From an optimization exercise on the open Yosys and OpenROAD flow, aimed at small area, a short achievable clock period and few clock cycles; shortcuts taken in it are not production practice.
Where RTL was checked, it was by simulation tests only, not by an equivalence proof against the original.
Power figures rest on the tool's default switching activity, not on a simulated workload.

## north
Design ota_core, start of the top module:
module ota_core (
    input  wire        clk,
    input  wire        rst,
    input  wire        cmd_valid,
    output reg         cmd_ready,
    input  wire [2:0]  cmd_op,
    input  wire [31:0] cmd_arg,
    input  wire        in_valid,
    output reg         in_ready,
    input  wire [7:0]  in_data,
    output reg         rsp_valid,
    output reg  [31:0] rsp_data,
    output reg         out_valid,
    output reg  [7:0]  out_data,
    output reg         dict_we,
    output reg  [10:0] dict_waddr,
    output reg  [7:0]  dict_wdata,
    output reg  [10:0] dict_raddr,
    input  wire [7:0]  dict_rdata
);
    localparam [31:0] MAGIC_DEFAULT = 32'h45535033;
    localparam [2:0] OP_CFG_MAGIC = 3'd1;
    localparam [2:0] OP_START     = 3'd2;
    localparam [2:0] OP_POLL      = 3'd3;
    localparam [2:0] OP_PROGRESS  = 3'd4;
    localparam [2:0] OP_VERIFY    = 3'd5;
    localparam [2:0] OP_RELEASE   = 3'd6;
    localparam [31:0] RES_INPROGRESS = 32'd0;
    localparam [31:0] RES_DONE       = 32'd1;
    localparam [31:0] ERR_HDR_LENGTH = -32'sd8;
    localparam [31:0] ERR_HDR_MAGIC  = -32'sd9;
    localparam [31:0] ERR_CHECKSUM   = -32'sd10;
    localparam [31:0] ERR_DOWNLOAD   = -32'sd11;
    localparam [2:0] ST_IDLE      = 3'd0;
    localparam [2:0] ST_HEADER    = 3'd1;
    localparam [2:0] ST_FILE      = 3'd2;
    localparam [2:0] ST_COMPLETED = 3'd3;
    localparam [2:0] ST_MAGIC     = 3'd4;
    localparam [2:0] ST_ERROR     = 3'd5;
    reg [2:0]  st;
    reg        err_is_len;
    reg [31:0] magic_cfg;
    reg [32:0] rem;              
    reg [31:0] written;          
  ...
For scale: roughly 1800 cells after synthesis, roughly 310 flip-flops, roughly 0.016 mm² of cells after synthesis.
clock: 10.0 ns
lec_check: 0
cap_margin: 20
core_margin: 2
core_utilization: 40
slew_margin: 20
standard.sh (not shown) runs the stock make flow with config.mk's settings and CLKGATE_MAP_FILE= SYNTH_SCRIPT=/design/flow/synth_recipe.tcl, a recipe that flattens the netlist after the stock synthesis.
==> flow/flow/run.sh <==
#!/bin/bash
set -euo pipefail
bash standard.sh SETUP_SLACK_MARGIN=7 finish > standard_flow.log 2>&1
The inputs of south differ from those of north as listed below.
- a change of CORE_UTILIZATION from 40 to 50
==> flow/flow/run.sh <==
#!/bin/bash
set -euo pipefail
bash standard.sh SETUP_SLACK_MARGIN=6.9 finish > standard_flow.log 2>&1
==> summary.txt <==
Post-layout minimum cycle time: south worse than north. Side by side, global-route usage turned out higher in south than in north. Compared with north, south shows a cell area that is 4.2% lower. The run showing the greater number of tap cells inserted is north. Delta (south minus north): number of rows in the core area -8; part of the power in combinational logic moved down; number of clock buffers in the layout now sits lower; number of DRC violations after detailed-routing iteration 0 picked up an extra 13%; non-clock buffer count moved down. The final reports for south and north show sequential share of layout area higher in the former.
Function was not checked in any run of this note: the RTL went through the layout flow alone.


## willow
Another version of the RTL of ota_core (not shown whole).
Size: about 1800 cells after synthesis, ~17000 µm² of cells after synthesis.
==> flow/config.mk <==
export PLATFORM = sky130hd
export DESIGN_NAME = ota_core
export DESIGN_NICKNAME = ota_core
export VERILOG_FILES = /design/flow/design.v
export SDC_FILE = /design/flow/constraint.sdc
export NUM_CORES = 4
export LEC_CHECK = 0
export CAP_MARGIN = 20
export CORE_MARGIN = 2
export CORE_UTILIZATION = 40
export GPL_TIMING_DRIVEN = 1
export SLEW_MARGIN = 20
==> flow/constraint.sdc <==
create_clock -name core_clock -period 10.0 [get_ports {clk}]
set_input_delay 2.0000 -clock core_clock [delete_from_list [all_inputs] [get_ports {clk}]]
set_output_delay 2.0000 -clock core_clock [all_outputs]
set_load 0.01 [all_outputs]
==> flow/flow/run.sh <==
#!/bin/bash
set -euo pipefail
bash standard.sh SETUP_SLACK_MARGIN=6.95 finish > standard_flow.log 2>&1
Testbench counts of willow, summed over its fixed seeds: cycles 130,440.
The following lists how indigo was set up differently from willow:
- removing GPL_TIMING_DRIVEN (formerly 1)
==> flow/flow/run.sh <==
#!/bin/bash
set -euo pipefail
bash standard.sh SETUP_SLACK_MARGIN=7 finish > standard_flow.log 2>&1
Results
- Compared with willow, in indigo clock-buffer cell count increased 7; synthesis-to-layout area growth moved up.
- indigo and willow ended up with nearly the same worst setup slack.
- There was hardly any difference in global-route wire length before repair between indigo and willow.
- Count of buffers added by post-CTS timing repair for setup (indigo / willow): 1.16
- From willow to indigo the numbers moved as follows: power density normalized to cell area fell by about 1.3%; layout multi-input combinational cell count did not really move; final area picked up an extra 350 µm².
Relative to indigo, the following input files were edited for nickel:
==> flow/flow/run.sh <==
#!/bin/bash
set -euo pipefail
bash standard.sh SETUP_SLACK_MARGIN=7 CTS_ARGS=-sink_clustering_enable\ -repair_clock_nets\ -sink_buffer_max_cap_derate\ 0.003 finish > standard_flow.log 2>&1
### Flow results
indigo and nickel ended up with roughly the same width of the chip.
nickel and indigo ended up with roughly the same global-route wire length before repair.
Number of top-level pins came out exactly the same in indigo and nickel.


Another version of the RTL of ota_core (not shown whole).
For scale: about 1800 cells after synthesis, ~130 I/O pins, roughly 17000 um2 of cells after synthesis.
## ota_core
module ota_core (
    input  wire        clk,
    input  wire        rst,
    input  wire        cmd_valid,
    output reg         cmd_ready,
    input  wire [2:0]  cmd_op,
    input  wire [31:0] cmd_arg,
    input  wire        in_valid,
    output reg         in_ready,
    input  wire [7:0]  in_data,
    output reg         rsp_valid,
    output reg  [31:0] rsp_data,
    output reg         out_valid,
    output reg  [7:0]  out_data,
    output reg         dict_we,
    output reg  [10:0] dict_waddr,
    output reg  [7:0]  dict_wdata,
    output reg  [10:0] dict_raddr,
    input  wire [7:0]  dict_rdata
);
Settings: LEC_CHECK=0, CAP_MARGIN=20, CORE_MARGIN=2, CORE_UTILIZATION=45, SLEW_MARGIN=20; clock period 10.0 ns.
==> flow/flow/run.sh <==
#!/bin/bash
set -euo pipefail
bash standard.sh SETUP_SLACK_MARGIN=6.95 CTS_ARGS=-sink_clustering_enable\ -repair_clock_nets\ -sink_clustering_size\ 24\ -sink_clustering_max_diameter\ 100 finish > standard_flow.log 2>&1
Testbench counts at the start, summed over its fixed seeds: cycles 130,440.
Rerun with:
==> flow/flow/run.sh (replaced) <==
#!/bin/bash
set -euo pipefail
bash standard.sh SETUP_SLACK_MARGIN=6.95 finish > standard_flow.log 2>&1
--- a/flow/config.mk
+++ b/flow/config.mk
@@ -10 +10 @@
-export CORE_UTILIZATION = 45
+export CORE_UTILIZATION = 40
=> The new run finished clean; worst setup slack gets better by 0.0058 ns; power grows by about a fifth; worst hold slack is about the same; global-route usage is lower by 2.6 points; cell area rises by a few percent; via count rises by a few percent; sequential share of layout area goes down by 1.5 points; wire length increases slightly.
Rerun with:
==> flow/flow/run.sh (replaced) <==
#!/bin/bash
set -euo pipefail
bash standard.sh SETUP_SLACK_MARGIN=6.9 BUFFER_PORTS_ARGS=-buffer_cell\ sky130_fd_sc_hd__buf_2 finish > standard_flow.log 2>&1
--- a/flow/config.mk
+++ b/flow/config.mk
@@ -10,0 +11,2 @@
+export CTS_CLUSTER_DIAMETER = 100
+export CTS_CLUSTER_SIZE = 24
What happened: Clock power goes down by well over a third. Cell area goes down by a little under a tenth. Worst setup slack loses 0.051 ns. Total power goes down by about a fifth. Global-route usage goes down by 1.1 points.


tundra:
ota_core again, from the RTL that the note above started with.
clock: 10.0 ns
lec_check: 0
cap_margin: 20
core_margin: 2
core_utilization: 40
cts_cluster_diameter: 100
cts_cluster_size: 24
slew_margin: 20
==> flow/flow/run.sh <==
#!/bin/bash
set -euo pipefail
bash standard.sh SETUP_SLACK_MARGIN=6.95 finish > standard_flow.log 2>&1
Testbench counts of tundra, summed over its fixed seeds: cycles 130,440.
Modified inputs, quartz compared to tundra
==> flow/flow/run.sh <==
#!/bin/bash
set -euo pipefail
bash standard.sh SETUP_SLACK_MARGIN=6.85 BUFFER_PORTS_ARGS=-buffer_cell\ sky130_fd_sc_hd__buf_2 finish > standard_flow.log 2>&1
[summary]
- Of quartz and tundra, it is quartz that has the lower all-layer global routing usage.
- On worst-case vdd ir drop, the higher figure sits with quartz, not tundra.
- Comparing tundra and quartz, the higher fraction of area in registers was measured on quartz.
- On setup slack of the worst register-to-register path, quartz does worse than tundra.
- quartz vs. tundra: met1 routed wirelength after detailed routing saw a decrease; clock-buffer cell count went up by 1.
- [compare] base=tundra new=quartz: number of placed instances with taps included held steady; wire length after detailed routing shrank by 3.9%; non-clock buffer share of cell area shrank by 4.2 points.
- Relative to tundra, the total power of quartz is lower by 2.7%.
- Maximum frequency was lower in quartz than in tundra.
The inputs of amber differ from those of quartz as listed below.
- CTS_CLUSTER_DIAMETER removed (was 100)
- CTS_CLUSTER_SIZE removed (was 24)
- CORE_UTILIZATION changed from 40 to 45
==> flow/flow/run.sh <==
#!/bin/bash
set -euo pipefail
bash standard.sh SETUP_SLACK_MARGIN=6.95 CTS_ARGS=-sink_clustering_enable\ -repair_clock_nets\ -sink_clustering_size\ 20\ -sink_clustering_max_diameter\ 80 finish > standard_flow.log 2>&1
## What came out
Going from quartz to amber, first-pass GRT wire length grows by 2.1%.
Re utilization: amber is 8.4 points up on quartz.
Relative to quartz, the routed wire length measured on amber has increased by a few percent.
Vertical die dimension shrinks by a few percent when moving from quartz to amber.
Between quartz and amber, the difference in power attributed to sequential cells is negligible.
Sort quartz and amber by maximum cell stage delay along the critical path desc -> top: quartz
In the tables for quartz and amber, via density per instance reads lower with quartz.
Any difference in power density relative to cell area between amber and quartz is small enough to ignore.
Measured against each other, quartz and amber differ in largest net degree at the start of global routing, the higher figure coming from quartz.
Fmax sits higher in amber than in quartz.
Comparing quartz and amber, the lower all-layer global routing usage was measured on quartz.


ota_core, a different RTL version from the one above (not shown whole).
Size: ~310 flip-flops, ~17000 sq um of cells after synthesis.
export LEC_CHECK = 0
export CAP_MARGIN = 20
export CORE_MARGIN = 2
export CORE_UTILIZATION = 60
export SLEW_MARGIN = 20
create_clock -name core_clock -period 10.0 [get_ports {clk}]
==> flow/flow/run.sh <==
#!/bin/bash
set -euo pipefail
bash standard.sh SETUP_SLACK_MARGIN=6.9 finish > standard_flow.log 2>&1
The first run ran to the end with no violations.
Testbench counts at the start, summed over its fixed seeds: cycles 130,440.
Next try:
Settings changed: CORE_UTILIZATION 60 to 50.
Wire length decreases by 1.3%.
Clock power stays flat.
Sequential cell count is unchanged.
Cell area decreases by 0.44%.
Sequential power barely changes.
Next try:
==> flow/flow/run.sh (replaced) <==
#!/bin/bash
set -euo pipefail
bash standard.sh SETUP_SLACK_MARGIN=7 finish > standard_flow.log 2>&1
Outcome: Setup slack degrades by 7.0 ps; global-route usage rose by 1.0 points; critical path depth fell by 3; design area rose by a few percent; via count rose slightly; sequential share of layout area fell by 0.95 points.


Another version of the RTL of ota_core (not shown whole).
For scale: about 1800 cells after synthesis, about 340 flip-flops, ~130 I/O pins, about 17000 um^2 of cells after synthesis.
clock: 10.0 ns
lec_check: 0
abc_clock_period_in_ps: 3000
cap_margin: 20
core_margin: 2
core_utilization: 40
slew_margin: 20
==> flow/flow/run.sh <==
#!/bin/bash
set -euo pipefail
bash standard.sh SETUP_SLACK_MARGIN=7.3 finish > standard_flow.log 2>&1
==> next run, changes <==
==> flow/flow/run.sh (replaced) <==
#!/bin/bash
set -euo pipefail
bash standard.sh SETUP_SLACK_MARGIN=7 finish > standard_flow.log 2>&1
After rerunning: Non-clock buffer count is lower by 55; sequential share of layout area went up by 3.2 points; die area is unchanged; clock skew drops by 0.0095 ns; first-iteration DRC count shrinks by about a fifth; worst setup slack gets better by 0.083 ns; total power stays flat.
No run of this note included a check of the RTL's function; only the layout flow was run.


RTL: one of the versions met above, not the one the previous note started from.
Size: ~1800 cells after synthesis, ~310 flip-flops, ~130 I/O pins, ~17000 um2 of cells after synthesis.
export LEC_CHECK = 0
export CAP_MARGIN = 20
export CORE_MARGIN = 2
export CORE_UTILIZATION = 45
export CTS_CLUSTER_DIAMETER = 100
export CTS_CLUSTER_SIZE = 24
export SLEW_MARGIN = 20
create_clock -name core_clock -period 10.0 [get_ports {clk}]
==> flow/flow/run.sh <==
#!/bin/bash
set -euo pipefail
bash standard.sh SETUP_SLACK_MARGIN=6.85 BUFFER_PORTS_ARGS=-buffer_cell\ sky130_fd_sc_hd__buf_2 finish > standard_flow.log 2>&1
Testbench counts at the start, summed over its fixed seeds: cycles 130,440.
Next try:
==> flow/flow/run.sh (replaced) <==
#!/bin/bash
set -euo pipefail
bash standard.sh SETUP_SLACK_MARGIN=6.95 BUFFER_PORTS_ARGS=-buffer_cell\ sky130_fd_sc_hd__buf_1 finish > standard_flow.log 2>&1
Settings changed: CORE_UTILIZATION 45 to 40.
Sequential cell count is unchanged.
Final area climbs by 5.0%.
Sequential power barely changes.
Next try:
==> flow/flow/run.sh (replaced) <==
#!/bin/bash
set -euo pipefail
bash standard.sh SETUP_SLACK_MARGIN=6.95 finish > standard_flow.log 2>&1
Settings changed: CORE_UTILIZATION 40 to 45, CTS_CLUSTER_DIAMETER 100 to unset, CTS_CLUSTER_SIZE 24 to unset.
The new run went through all stages and came out clean.
Cell area grows by a few percent.
Sequential power barely changes.
First-iteration DRC count goes up by about a fifth.
Count of clock-buffer cells in the layout is higher by 32.
Routed wire length rose by a few percent.
Cell count went down slightly.
Utilization goes up by 8.5 points.
Via count increases slightly.
Clock power is higher by well over a third.
Global-route usage goes up by 4.6 points.
Total power increases by about a fifth.
Next try:
==> flow/flow/run.sh (replaced) <==
#!/bin/bash
set -euo pipefail
bash standard.sh SETUP_SLACK_MARGIN=6.6 BUFFER_PORTS_ARGS=-buffer_cell\ sky130_fd_sc_hd__buf_2 finish > standard_flow.log 2>&1
Settings changed: CORE_UTILIZATION 45 to 40, CTS_CLUSTER_DIAMETER set to 100, CTS_CLUSTER_SIZE set to 24.
Synthesized area stays the same.
Worst setup slack loses 0.31 ns.
Routed wire length falls by 8.1%.
Via count falls by 4.3%.
Design area falls by 10%.
Global-route usage falls by 5.2 points.
Next try:
==> flow/flow/run.sh (replaced) <==
#!/bin/bash
set -euo pipefail
bash standard.sh SETUP_SLACK_MARGIN=6.7 BUFFER_PORTS_ARGS=-buffer_cell\ sky130_fd_sc_hd__buf_2 finish > standard_flow.log 2>&1
After rerunning: Maximum frequency grows by 2.7%. Register-to-register slack gets better by 0.05 ns. Global-route usage grows by 0.70 points. Worst setup slack gets better by 0.088 ns. First-iteration DRC count shrinks by 0.62%. Clock-buffer cell count is unchanged. Area after synthesis stays the same.
Next try:
==> flow/flow/run.sh (replaced) <==
#!/bin/bash
set -euo pipefail
bash standard.sh SETUP_SLACK_MARGIN=6.8 BUFFER_PORTS_ARGS=-buffer_cell\ sky130_fd_sc_hd__buf_2 finish > standard_flow.log 2>&1
Result: Sequential power is about the same. Maximum frequency is higher by 2.7%. Clock skew is about the same. Die area is unchanged.


Setup of onyx:
Another version of the RTL of ota_core (not shown whole).
Size in the first run: ~340 flip-flops, roughly 130 I/O pins, about 0.019 mm² of cells after synthesis.
export LEC_CHECK = 0
export CAP_MARGIN = 20
export CORE_MARGIN = 2
export CORE_UTILIZATION = 40
export SLEW_MARGIN = 20
create_clock -name core_clock -period 10.0 [get_ports {clk}]
run.sh (not shown) runs the stock make flow with config.mk's settings and CLKGATE_MAP_FILE= SYNTH_SCRIPT=/design/flow/synth_recipe.tcl, a recipe that flattens the netlist after the stock synthesis.
Stock flow here: none of the scripts above is used.
onyx finished every stage and its layout cleared the timing, DRC and antenna checks.
### onyx -> fjord
==> flow/flow/run.sh (new file) <==
#!/bin/bash
set -euo pipefail
bash standard.sh SETUP_SLACK_MARGIN=7 finish > standard_flow.log 2>&1
==> flow/standard.sh (new file) <==
#!/bin/bash
# synth_recipe.tcl (not shown) runs the flow's synth.tcl, then flattens the netlist and writes it again
# the make line also repeats each setting of config.mk as NAME=value (left out here)
make -C /OpenROAD-flow-scripts/flow DESIGN_CONFIG=/design/flow/config.mk WORK_HOME=/design/flow/orfs CLKGATE_MAP_FILE= SYNTH_SCRIPT=/design/flow/synth_recipe.tcl "${@:-finish}"
--- a/flow/config.mk
+++ b/flow/config.mk
@@ -7,0 +8 @@
+export ABC_CLOCK_PERIOD_IN_PS = 3000
removed: flow/run.sh
[summary]
Classification of the worst setup path: input port to register -> onyx, register to output pin -> fjord
fjord did not stop at any stage, and its layout met the timing, DRC and antenna checks.
fjord vs. onyx: fmax climbed about 50%, number of antenna violations at the first check in global routing decreased by 1 relative to the old numbers, sequential share of layout area lost 3.6 points, area share of xor/xnor cells in the synthesized design shows no meaningful change.
Number of global-route vias before repair (fjord over onyx): increase, 475
Between fjord and onyx, it is fjord whose sum of internal, switching and leakage power is higher, by about 5%.
Setup slack in fjord is 1.63 ns higher than in onyx
Cell count is lower on onyx
Changes observed in fjord relative to onyx: design area picked up an extra about 10%, wire length picked up an extra about 7%, number of instances on the worst hold path neither gained nor lost much.
Function was not checked in any run of this note: the RTL went through the layout flow alone.

==> afterwards: timing with drivers on the ports <==
In the flow no input, the clock included, has a driving cell. The finished layouts below were timed again as built, in two steps.
Step 1 assumes that a clkbuf_16 drives the clock port and a buf_2 every other input.
Step 2, shift: input delay + t, output delay - t, t = (earliest + latest rising clock arrival at the registers) / 2. This alone moves slack from input paths to output paths.
a / b / c = ideal ports / drivers / drivers and shift; a / b = the first two.
| run | shift t [ns] | setup WS [ns] | worst setup path after step 2 | latest minus earliest clock arrival (ns) | cell pins on the clock port's net |
|---|---|---|---|---|---|
| north | 0.619 | 6.937 / 6.878 / 6.420 | input to register | 0.037 / 0.037 | 1 |
| south | 0.570 | 6.914 / 6.860 / 6.407 | input to register | 0.024 / 0.024 | 1 |
| willow | 0.571 | 6.970 / 6.917 / 6.584 | input to register | 0.023 / 0.022 | 1 |
| indigo | 0.593 | 6.968 / 6.911 / 6.584 | input to register | 0.017 / 0.017 | 1 |
| nickel | 0.593 | 6.968 / 6.911 / 6.584 | input to register | 0.017 / 0.017 | 1 |
| the first run of note 3 | 0.574 | 6.959 / 6.903 / 6.483 | input to register | 0.023 / 0.024 | 1 |
| the second run of note 3 | 0.599 | 6.965 / 6.910 / 6.490 | input to register | 0.023 / 0.023 | 1 |
| the third run of note 3 | 0.578 | 6.914 / 6.857 / 6.530 | input to register | 0.027 / 0.028 | 1 |
| tundra | 0.572 | 6.959 / 6.906 / 6.502 | input to register | 0.027 / 0.027 | 1 |
| quartz | 0.586 | 6.870 / 6.812 / 6.649 | input to register | 0.024 / 0.024 | 1 |
| amber | 0.591 | 6.958 / 6.903 / 6.475 | input to register | 0.017 / 0.018 | 1 |
| the first run of note 5 | 0.556 | 6.580 / 6.592 / 6.035 | input to register | 0.018 / 0.017 | 1 |
| the second run of note 5 | 0.582 | 6.562 / 6.575 / 5.993 | input to register | 0.018 / 0.018 | 1 |
| the third run of note 5 | 0.577 | 6.555 / 6.555 / 5.978 | input to register | 0.024 / 0.024 | 1 |
| the first run of note 6 | 0.623 | 6.819 / 6.819 / 6.406 | input to register | 0.023 / 0.023 | 1 |
| the second run of note 6 | 0.603 | 6.902 / 6.848 / 6.404 | input to register | 0.016 / 0.017 | 1 |
| the first run of note 7 | 0.575 | 6.878 / 6.826 / 6.566 | input to register | 0.030 / 0.031 | 1 |
| the second run of note 7 | 0.571 | 6.927 / 6.873 / 6.562 | input to register | 0.023 / 0.023 | 1 |
| the third run of note 7 | 0.591 | 6.968 / 6.914 / 6.472 | input to register | 0.016 / 0.015 | 1 |
| the fourth run of note 7 | 0.570 | 6.654 / 6.597 / 6.539 | input to register | 0.041 / 0.041 | 1 |
| the fifth run of note 7 | 0.588 | 6.742 / 6.683 / 6.651 | input to register | 0.027 / 0.026 | 1 |
| the sixth run of note 7 | 0.587 | 6.828 / 6.768 / 6.663 | input to register | 0.026 / 0.026 | 1 |
| onyx | 0.605 | 5.159 / 5.114 / 4.508 | input to register | 0.020 / 0.021 | 1 |
| fjord | 0.634 | 6.791 / 6.733 / 6.243 | input to register | 0.030 / 0.030 | 1 |
After both steps setup and hold are still met in every run listed. For onyx, which loses most, drivers alone change the setup slack by -0.045 ns; drivers and shift together by -0.651 ns.
